From an optimization exercise on the open Yosys and OpenROAD flow, aimed at small area; shortcuts taken in it are not production practice. Function was checked by simulation only, so behaviour that the tests miss may differ from the original.

==> run E: inputs <==
==> flow/design.v <==
module kisc_fb_validator (
    input  wire       clk,
    input  wire       run,         
    input  wire       en,          
    input  wire [5:0] pos,
    input  wire [7:0] b,
    output wire       ok           
);
    reg lo, hi;
    always @* begin
        lo = 1'b0;
        hi = 1'b0;
        case (pos)
            6'd2,  6'd4,  6'd6,  6'd7,  6'd9,  6'd11, 6'd13, 6'd15,
            6'd21, 6'd22, 6'd23, 6'd24, 6'd26, 6'd28, 6'd29, 6'd31,
            6'd33, 6'd35, 6'd37, 6'd43, 6'd44, 6'd45, 6'd46, 6'd48,
            6'd50, 6'd52, 6'd53, 6'd54, 6'd55:                     lo = 1'b1;
            6'd3,  6'd5,  6'd8,  6'd10, 6'd12, 6'd14, 6'd16, 6'd25,
            6'd27, 6'd30, 6'd32, 6'd34, 6'd36, 6'd38, 6'd47, 6'd49,
            6'd51, 6'd56:                                          hi = 1'b1;
            default: ;
        endcase
    end
    reg [7:0] acc_lo, acc_hi;
    always @(posedge clk) begin
        acc_lo <= run ? acc_lo ^ (b & {8{en & lo}}) : 8'd0;
        acc_hi <= run ? acc_hi ^ (b & {8{en & hi}}) : 8'd0;
    end
    assign ok = ({acc_hi, acc_lo} == 16'hAAAA);
endmodule
module kisc_fb_framer (
    input  wire         clk,
    input  wire         rst,
    input  wire [15:0]  stall_limit,    
    input  wire         in_valid,
    input  wire [7:0]   in_byte,
    output reg          in_ready,
    output reg          out_valid,
    output wire [455:0] out_frame,
    output reg          err_valid,
    output reg  [2:0]   err_kind,
    output reg          err_corrupt,
    output reg          err_link_reset,
    output wire [2:0]   state
);
    localparam integer L = 57;
    localparam [2:0] SEEK = 3'd0;
    localparam [2:0] ACC  = 3'd1;
    localparam [2:0] VAL  = 3'd2;
    localparam [2:0] DLV  = 3'd3;
    localparam [2:0] REJ  = 3'd4;
    localparam [7:0] SENTINEL = 8'hAA;
    reg [2:0]   st;
    reg [439:0] s;                  
    reg [5:0]   cnt;                
    reg [5:0]   rq_len;             
    reg [15:0]  rem;                
    assign out_frame = {s, SENTINEL, SENTINEL};
    assign state     = st;
    wire       in_acc      = (st == ACC);
    wire       seek_or_acc = (st == SEEK) || in_acc;
    wire       rq_empty    = (rq_len == 6'd0);
    wire       rq_first    = (rq_len == 6'd56);     
    wire       replay      = seek_or_acc && !rq_empty;
    wire       take        = seek_or_acc && rq_empty && in_valid;
    wire       have        = replay || take;
    wire       use_b       = have && !rq_first;     
    wire [7:0] b           = replay ? s[7:0] : in_byte;
    wire       is_aa       = (b == SENTINEL);
    wire       rem_low     = (rem[15:1] == 15'd0);
    wire       stall       = in_acc && !have && rem_low && rem[0];
    wire cs_ok;
    kisc_fb_validator u_val (
        .clk (clk),
        .run (in_acc),
        .en  (have),
        .pos (cnt),
        .b   (b),
        .ok  (cs_ok)
    );
    always @* begin
        in_ready       = 1'b0;
        out_valid      = 1'b0;
        err_valid      = 1'b0;
        err_kind       = 3'd0;
        err_corrupt    = 1'b0;
        err_link_reset = 1'b0;
        if (!rst) begin
            in_ready = seek_or_acc && rq_empty;
            if (stall) begin
                err_valid = 1'b1;
                err_kind  = 3'd3;    
            end
            if (st == DLV)
                out_valid = 1'b1;
            if (st == REJ) begin
                err_valid   = 1'b1;
                err_kind    = 3'd2;  
                err_corrupt = 1'b1;
            end
        end
    end
    always @(posedge clk) begin
        if (use_b)
            s <= {b, s[439:8]};
    end
    always @(posedge clk) begin
        rem <= in_acc ? rem - {15'd0, !rem_low} : stall_limit;
    end
    always @(posedge clk) begin
        if (rst) begin
            st     <= SEEK;
            cnt    <= 6'd0;
            rq_len <= 6'd0;
        end else begin
            if (replay)
                rq_len <= rq_len - 6'd1;
            case (st)
                SEEK: begin
                    if (rq_first)
                        cnt <= 6'd1;
                    else if (have) begin
                        if (!is_aa)
                            cnt <= 6'd0;
                        else if (!cnt[0])
                            cnt <= 6'd1;
                        else begin
                            cnt <= 6'd2;
                            st  <= ACC;
                        end
                    end
                end
                ACC: begin
                    if (have) begin
                        cnt <= cnt + 6'd1;
                        if (cnt == L - 1)
                            st <= VAL;
                    end else if (stall) begin
                        st  <= SEEK;
                        cnt <= 6'd0;
                    end
                end
                VAL: begin
                    st <= cs_ok ? DLV : REJ;
                end
                DLV: begin
                    cnt <= 6'd0;
                    st  <= SEEK;
                end
                REJ: begin
                    rq_len <= 6'd56;
                    cnt    <= 6'd0;
                    st     <= SEEK;
                end
                default: begin
                    st <= SEEK;
                end
            endcase
        end
    end
endmodule
==> flow/flow/run.sh <==
#!/bin/bash
# The standard layout with three changes:
#  - synthesis is the standard synthesis except that ABC maps the
#    combinational logic for area (flow/my_synth.tcl, flow/area.abc); the
#    registers are exactly the standard synthesis's;
#  - the port buffers use the smallest buffer cell (every input and output
#    port still gets its own buffer);
#  - clock tree synthesis uses clkbuf_4 leaf buffers with sink clusters of
#    at most 10 flip-flops within 35 um, and no dummy loads, instead of
#    clkbuf_16 everywhere.
set -euo pipefail
bash standard.sh \
  SYNTH_SCRIPT="$PWD/flow/my_synth.tcl" \
  AREA_ABC_SCRIPT="$PWD/flow/area.abc" \
  BUFFER_PORTS_ARGS="-buffer_cell sky130_fd_sc_hd__buf_1" \
  CTS_ARGS="-sink_clustering_enable -repair_clock_nets -dont_use_dummy_load -buf_list sky130_fd_sc_hd__clkbuf_4 -sink_clustering_size 10 -sink_clustering_max_diameter 35" \
  finish > flow_make.log 2>&1
==> flow/flow/area.abc <==
&get -n
&st
&deepsyn -T 30
&dch
&nf -R 1000
&put
==> flow/flow/my_synth.tcl <==
# The standard synthesis (synth_recipe.tcl) with one change: ABC maps the
# combinational logic with flow/area.abc instead of ORFS's speed script.
# Everything before and after ABC, and so every register, is unchanged.
proc synth {args} { yosys synth -nofsm -noshare {*}$args }
set f [open $::env(SCRIPTS_DIR)/synth.tcl]
set body [read $f]
close $f
set old {log_cmd abc {*}$abc_args}
if {[string first $old $body] < 0} { error "my_synth.tcl: the abc call was not found in synth.tcl" }
set body [string map [list $old {log_cmd abc {*}[lreplace $abc_args 1 1 $::env(AREA_ABC_SCRIPT)]}] $body]
eval $body
# left out here: clear keep_hierarchy, flatten, clean up, hide names made inside functions, write 1_2_yosys.v
==> flow/standard.sh <==
#!/bin/bash
# synth_recipe.tcl (not shown) runs the flow's synth.tcl, then flattens the netlist and writes it again
# the make line also repeats each setting of config.mk as NAME=value (left out here)
make -C /OpenROAD-flow-scripts/flow DESIGN_CONFIG=/design/flow/config.mk WORK_HOME=/design/flow/orfs CLKGATE_MAP_FILE= SYNTH_SCRIPT=/design/flow/synth_recipe.tcl "${@:-finish}"
==> flow/config.mk <==
export PLATFORM = sky130hd
export DESIGN_NAME = kisc_fb_framer
export DESIGN_NICKNAME = kisc_fb_framer
export VERILOG_FILES = /design/flow/design.v
export SDC_FILE = /design/flow/constraint.sdc
export NUM_CORES = 4
export LEC_CHECK = 0
export CAP_MARGIN = 20
export CORE_MARGIN = 2
export CORE_UTILIZATION = 75
export SLEW_MARGIN = 20
==> flow/constraint.sdc <==
create_clock -name core_clock -period 10.0 [get_ports {clk}]
set_input_delay 2.0000 -clock core_clock [delete_from_list [all_inputs] [get_ports {clk}]]
set_output_delay 2.0000 -clock core_clock [all_outputs]
set_load 0.01 [all_outputs]
==> run A (differences from run E) <==
--- a/flow/design.v
+++ b/flow/design.v
@@ -1,5 +1,5 @@
 module kisc_fb_validator (
     input  wire       clk,
-    input  wire       run,         
+    input  wire       clr,         
     input  wire       en,          
     input  wire [5:0] pos,
@@ -24,6 +24,11 @@
     reg [7:0] acc_lo, acc_hi;
     always @(posedge clk) begin
-        acc_lo <= run ? acc_lo ^ (b & {8{en & lo}}) : 8'd0;
-        acc_hi <= run ? acc_hi ^ (b & {8{en & hi}}) : 8'd0;
+        if (clr) begin
+            acc_lo <= 8'd0;
+            acc_hi <= 8'd0;
+        end else if (en) begin
+            if (lo) acc_lo <= acc_lo ^ b;
+            if (hi) acc_hi <= acc_hi ^ b;
+        end
     end
     assign ok = ({acc_hi, acc_lo} == 16'hAAAA);
@@ -58,6 +63,5 @@
     assign out_frame = {s, SENTINEL, SENTINEL};
     assign state     = st;
-    wire       in_acc      = (st == ACC);
-    wire       seek_or_acc = (st == SEEK) || in_acc;
+    wire       seek_or_acc = (st == SEEK) || (st == ACC);
     wire       rq_empty    = (rq_len == 6'd0);
     wire       rq_first    = (rq_len == 6'd56);     
@@ -65,14 +69,15 @@
     wire       take        = seek_or_acc && rq_empty && in_valid;
     wire       have        = replay || take;
-    wire       use_b       = have && !rq_first;     
-    wire [7:0] b           = replay ? s[7:0] : in_byte;
+    wire [7:0] b           = replay ? (rq_first ? SENTINEL : s[7:0]) : in_byte;
     wire       is_aa       = (b == SENTINEL);
     wire       rem_low     = (rem[15:1] == 15'd0);
-    wire       stall       = in_acc && !have && rem_low && rem[0];
+    wire       stall       = (st == ACC) && !have && rem_low && rem[0];
+    wire acc_clr = (st == SEEK) && have && is_aa && cnt[0];
+    wire acc_en  = (st == ACC) && have;
     wire cs_ok;
     kisc_fb_validator u_val (
         .clk (clk),
-        .run (in_acc),
-        .en  (have),
+        .clr (acc_clr),
+        .en  (acc_en),
         .pos (cnt),
         .b   (b),
@@ -102,9 +107,6 @@
     end
     always @(posedge clk) begin
-        if (use_b)
+        if (have && !rq_first)
             s <= {b, s[439:8]};
-    end
-    always @(posedge clk) begin
-        rem <= in_acc ? rem - {15'd0, !rem_low} : stall_limit;
     end
     always @(posedge clk) begin
@@ -113,4 +115,5 @@
             cnt    <= 6'd0;
             rq_len <= 6'd0;
+            rem    <= 16'd0;
         end else begin
             if (replay)
@@ -118,7 +121,5 @@
             case (st)
                 SEEK: begin
-                    if (rq_first)
-                        cnt <= 6'd1;
-                    else if (have) begin
+                    if (have) begin
                         if (!is_aa)
                             cnt <= 6'd0;
@@ -127,4 +128,5 @@
                         else begin
                             cnt <= 6'd2;
+                            rem <= stall_limit;
                             st  <= ACC;
                         end
@@ -140,4 +142,6 @@
                         cnt <= 6'd0;
                     end
+                    if (!rem_low)
+                        rem <= rem - 16'd1;
                 end
                 VAL: begin
==> flow/flow/run.sh (replaced) <==
#!/bin/bash
# The standard layout, with the port buffers made of the smallest buffer
# cell (every input and output port still gets its own buffer).
set -euo pipefail
bash standard.sh BUFFER_PORTS_ARGS="-buffer_cell sky130_fd_sc_hd__buf_1" finish > flow_make.log 2>&1
- CORE_UTILIZATION: 75 -> 40
removed: flow/flow/area.abc
removed: flow/flow/my_synth.tcl
==> results.toml <==
[outcome]
status = "timing/DRC/antenna clean"

[finish]
fin_area_sq_um = 18300
area_delta_synth_final_pct = 16.3

[critical_path]
worstPathCellList = "nor3_1, nor4b_1, and4_1, nand3_1, nor3_1, or2_0, buf_1"
reg2reg_depth = 17
The numbers above come from run E.

==> results.toml <==
[critical_path]
reg2reg_depth = 10
worstPathArrival_ps = 3120
worstPathCellList = "buf_1, or2_2, nor2_2, nand3_1, nor3_1, buf_1"

[outcome]
status = "timing/DRC/antenna clean"

[finish]
fin_area_sq_um = 20300
The numbers above come from run A.

==> separate check: timing with driven ports <==
How much do the figures lean on ideal ports? The routed layouts below were timed once more, with nothing changed but the port constraints.
Step 1, drivers: a clkbuf_16 drives clk and a buf_2 each remaining input, both assumed.
Step 2 adds t to the input delays and takes it off the output delays; t is the mean of the earliest and latest rising clock arrival at the registers after step 1. Input paths then give back, and output paths get back, about the clock's delay inside the block.
a / b / c = ideal ports / drivers / drivers and shift; a / b = the first two.
| run | t, ns | slack for setup (ns) | worst setup path after step 2 | clock arrival spread, ns | pins driven straight from the clock port |
|---|---|---|---|---|---|
| run E | 0.738 | 4.797 / 4.754 / 4.833 | input to output | 0.061 / 0.061 | 1 |
| run A | 0.618 | 4.881 / 4.858 / 4.858 | input to output | 0.017 / 0.018 | 1 |
After both steps every run listed still meets setup and hold. The setup slack of run A, which loses most, moves by -0.023 ns with the drivers and by -0.023 ns with both steps.
